This is an optimization exercise on Yosys and OpenROAD, whose aim is small area, not a production implementation.
RTL that was checked went through simulation tests only; none was proved equivalent to the original.
No activity file was given, so power comes from the tool's default toggle rates.

== lagoon ==
Design x10_core, start of the top module:
module x10_core (
    input  wire       clk,
    input  wire       rst,             
    input  wire       cfg_variant_b,
    input  wire [2:0] cfg_sel,
    input  wire [2:0] cfg_max,
    input  wire [2:0] cfg_mult,
    input  wire [3:0] cfg_house,
    input  wire [1:0] cfg_idle,
    input  wire       ev_valid,
    input  wire [1:0] ev_kind,         
    input  wire [7:0] ev_data,
    output wire       ev_ready,
    output wire       tx_valid,
    output wire [7:0] tx_data,
    input  wire       tx_ready,
    output wire       od_valid,
    output wire [2:0] od_slot,
    output wire [2:0] mux_slot,
    output wire       rep_valid,
    output wire [7:0] rep_byte,
    output reg        want_resync
);
Size: roughly 57 I/O pins, ~4000 um^2 of cells after synthesis.
==> flow/config.mk <==
export PLATFORM = sky130hd
export DESIGN_NAME = x10_core
export DESIGN_NICKNAME = x10_core
export VERILOG_FILES = /design/flow/design.v
export SDC_FILE = /design/flow/constraint.sdc
export NUM_CORES = 4
export LEC_CHECK = 0
export CAP_MARGIN = 20
export CORE_MARGIN = 2
export CORE_UTILIZATION = 40
export SLEW_MARGIN = 20
==> flow/constraint.sdc <==
create_clock -name core_clock -period 10.0 [get_ports {clk}]
set_input_delay 2.0000 -clock core_clock [delete_from_list [all_inputs] [get_ports {clk}]]
set_output_delay 2.0000 -clock core_clock [all_outputs]
set_load 0.01 [all_outputs]
standard.sh (not shown) runs the stock make flow with config.mk's settings and CLKGATE_MAP_FILE= SYNTH_SCRIPT=/design/flow/synth_recipe.tcl, a recipe that flattens the netlist after the stock synthesis.
==> flow/flow/run.sh <==
#!/bin/bash
# Own layout flow: the standard flow (standard.sh, all ORFS steps) with
#  - the standard synthesis script (synth_recipe.tcl), except that its ABC
#    call uses the area-oriented mapping script flow/area.abc; the registers
#    are mapped before ABC runs, so they are the standard synthesis's
#  - the settings in flow/extra.mk added to the standard flow's config.mk
# Each tool's full output is in own_flow.log and in ORFS's logs under orfs/.
set -euo pipefail
W=$(pwd)
F="$W/flow"
{
  echo "proc abc {args} { set i [lsearch -exact \$args -script]; if {\$i >= 0} { lset args [expr {\$i + 1}] {$F/area.abc} }; yosys abc {*}\$args }"
  cat "$W/synth_recipe.tcl"
} > "$W/own_synth.tcl"
cp "$W/config.mk" "$W/own_config.mk"
cat "$F/extra.mk" >> "$W/own_config.mk"
sed -e "s#SYNTH_SCRIPT=[^ ]*#SYNTH_SCRIPT=$W/own_synth.tcl#" \
    -e "s#DESIGN_CONFIG=[^ ]*#DESIGN_CONFIG=$W/own_config.mk#" \
    "$W/standard.sh" > "$W/own_standard.sh"
bash "$W/own_standard.sh" > "$W/own_flow.log" 2>&1
==> flow/flow/area.abc <==
strash
&get -n
&st
&syn2
&dch -f
&nf -a -R 1000
&put
strash
&get -n
&st
&synch2
&dch -f
&nf -a -R 1000
&put
strash
&get -n
&st
&synch2
&dch -f
&nf -a -R 1000
&put
topo
==> flow/flow/extra.mk <==
# Appended to the standard flow's config.mk by run.sh.
# Port buffers: the smallest buffer (the outputs drive 0.01 pF).
export BUFFER_PORTS_ARGS = -buffer_cell sky130_fd_sc_hd__buf_1
# Clock tree: clkbuf_8 buffers, no dummy loads.
export CTS_ARGS = -sink_clustering_enable -repair_clock_nets -buf_list sky130_fd_sc_hd__clkbuf_8 -dont_use_dummy_load
lagoon completed every stage of the flow, and the final layout passed the timing, DRC and antenna checks.
Inputs modified between lagoon and garnet:
- CTS_BUF_LIST: unset -> sky130_fd_sc_hd__clkbuf_8
==> flow/run.sh (new file) <==
#!/bin/bash
# synth_recipe.tcl (not shown) runs the flow's synth.tcl, then flattens the netlist and writes it again
# the make line also repeats each setting of config.mk as NAME=value (left out here)
make -C /OpenROAD-flow-scripts/flow DESIGN_CONFIG=/design/flow/config.mk WORK_HOME=/design/flow/orfs CLKGATE_MAP_FILE= SYNTH_SCRIPT=/design/flow/synth_recipe.tcl finish
removed: flow/flow/run.sh
removed: flow/flow/area.abc
removed: flow/flow/extra.mk
removed: flow/standard.sh
[summary]
From lagoon to garnet the numbers moved as follows: die outline height grew by 4.5%; placement row count now larger; data arrival at the endpoint of the critical path lost 2660 ps. Net count reported at finish up 5.7% in garnet wrt lagoon. NOTE: average wire per standard cell in garnet exceeds that of lagoon. Number of instances in the synthesized netlist: garnet vs lagoon up 50. lagoon → garnet: clock group share of total power +0.4 points; detailed route wirelength on metal3 has remained practically unchanged.


## the reference run
x10_core, a different RTL version from the one above (not shown whole).
Size in the first run: roughly 580 cells after synthesis, about 57 I/O pins, ~4700 µm² of cells after synthesis.
export LEC_CHECK = 0
export ABC_AREA = 1
export CAP_MARGIN = 20
export CORE_MARGIN = 2
export CORE_UTILIZATION = 40
export CTS_BUF_LIST = sky130_fd_sc_hd__clkbuf_8
export CTS_CLUSTER_DIAMETER = 100
export CTS_CLUSTER_SIZE = 40
export SLEW_MARGIN = 20
create_clock -name core_clock -period 10.0 [get_ports {clk}]
run.sh (not shown) runs the stock make flow with config.mk's settings and CLKGATE_MAP_FILE= SYNTH_SCRIPT=/design/flow/synth_recipe.tcl, a recipe that flattens the netlist after the stock synthesis.
Stock flow here: none of the scripts above is used.
#### Input delta (the trial run over the reference run)
diff --git a/flow/config.mk b/flow/config.mk
--- a/flow/config.mk
+++ b/flow/config.mk
@@ -10,6 +10,6 @@
 export CORE_MARGIN = 2
 export CORE_UTILIZATION = 40
-export CTS_BUF_LIST = sky130_fd_sc_hd__clkbuf_8
-export CTS_CLUSTER_DIAMETER = 100
-export CTS_CLUSTER_SIZE = 40
+export CTS_BUF_LIST = sky130_fd_sc_hd__clkbuf_16
+export CTS_CLUSTER_DIAMETER = 500
+export CTS_CLUSTER_SIZE = 100
 export SLEW_MARGIN = 20
## What came out
Looking only at period utilization, and setting everything else aside, the higher value of the trial run and the reference run goes to the reference run.
Compared with the reference run, the trial run shows a lower net switching fraction of the power.
The run showing the smaller worst-case setup margin in the final layout is the reference run.
Looking only at clock slew seen by the registers of the worst setup and hold paths, and setting everything else aside, the higher value of the trial run and the reference run goes to the reference run.
The reference run → the trial run: area of all placed cells without fillers has increased, total power consumption of the routed design now sits higher.
The count of hold buffers inserted by post-cts repair was comparable across the trial run and the reference run.
The via count on the reference run is in line with that on the trial run.
Largest clock skew in the final design delta for the trial run relative to the reference run: 0.0045 ns lower
Of the trial run and the reference run, the higher number of global-route vias before repair belongs to the reference run.
Function was not checked in any run of this note: the RTL went through the layout flow alone.

-- static timing again, ports no longer ideal --
Ports are ideal in the flow. The routed layouts listed here were re-timed in OpenROAD.
Step 1 assumes that a clkbuf_16 drives the clock port and a buf_2 every other input.
Step 2 moves the port delays by t, midway between the first and last clock arrival at a register: inputs arrive t later, outputs are due t later. That takes back most of the time a late clock gives input paths.
Three values: ideal ports, drivers, drivers and shift; two values: the first two.
run	shift t [ns]	setup slack, ns	worst setup path at the end	slew at the worst register clock pin (ns)	pins driven straight from the clock port
lagoon	0.378	5.033 / 5.010 / 4.632	input to register	0.08 / 0.08	1
garnet	0.392	5.515 / 5.482 / 5.616	input to register	0.10 / 0.10	1
the reference run	0.391	5.485 / 5.452 / 5.534	input to register	0.09 / 0.09	1
the trial run	0.373	5.520 / 5.483 / 5.542	input to register	0.07 / 0.07	1
After both steps every run listed still meets setup and hold. The setup slack of lagoon, which loses most, moves by -0.023 ns with the drivers and by -0.401 ns with both steps.
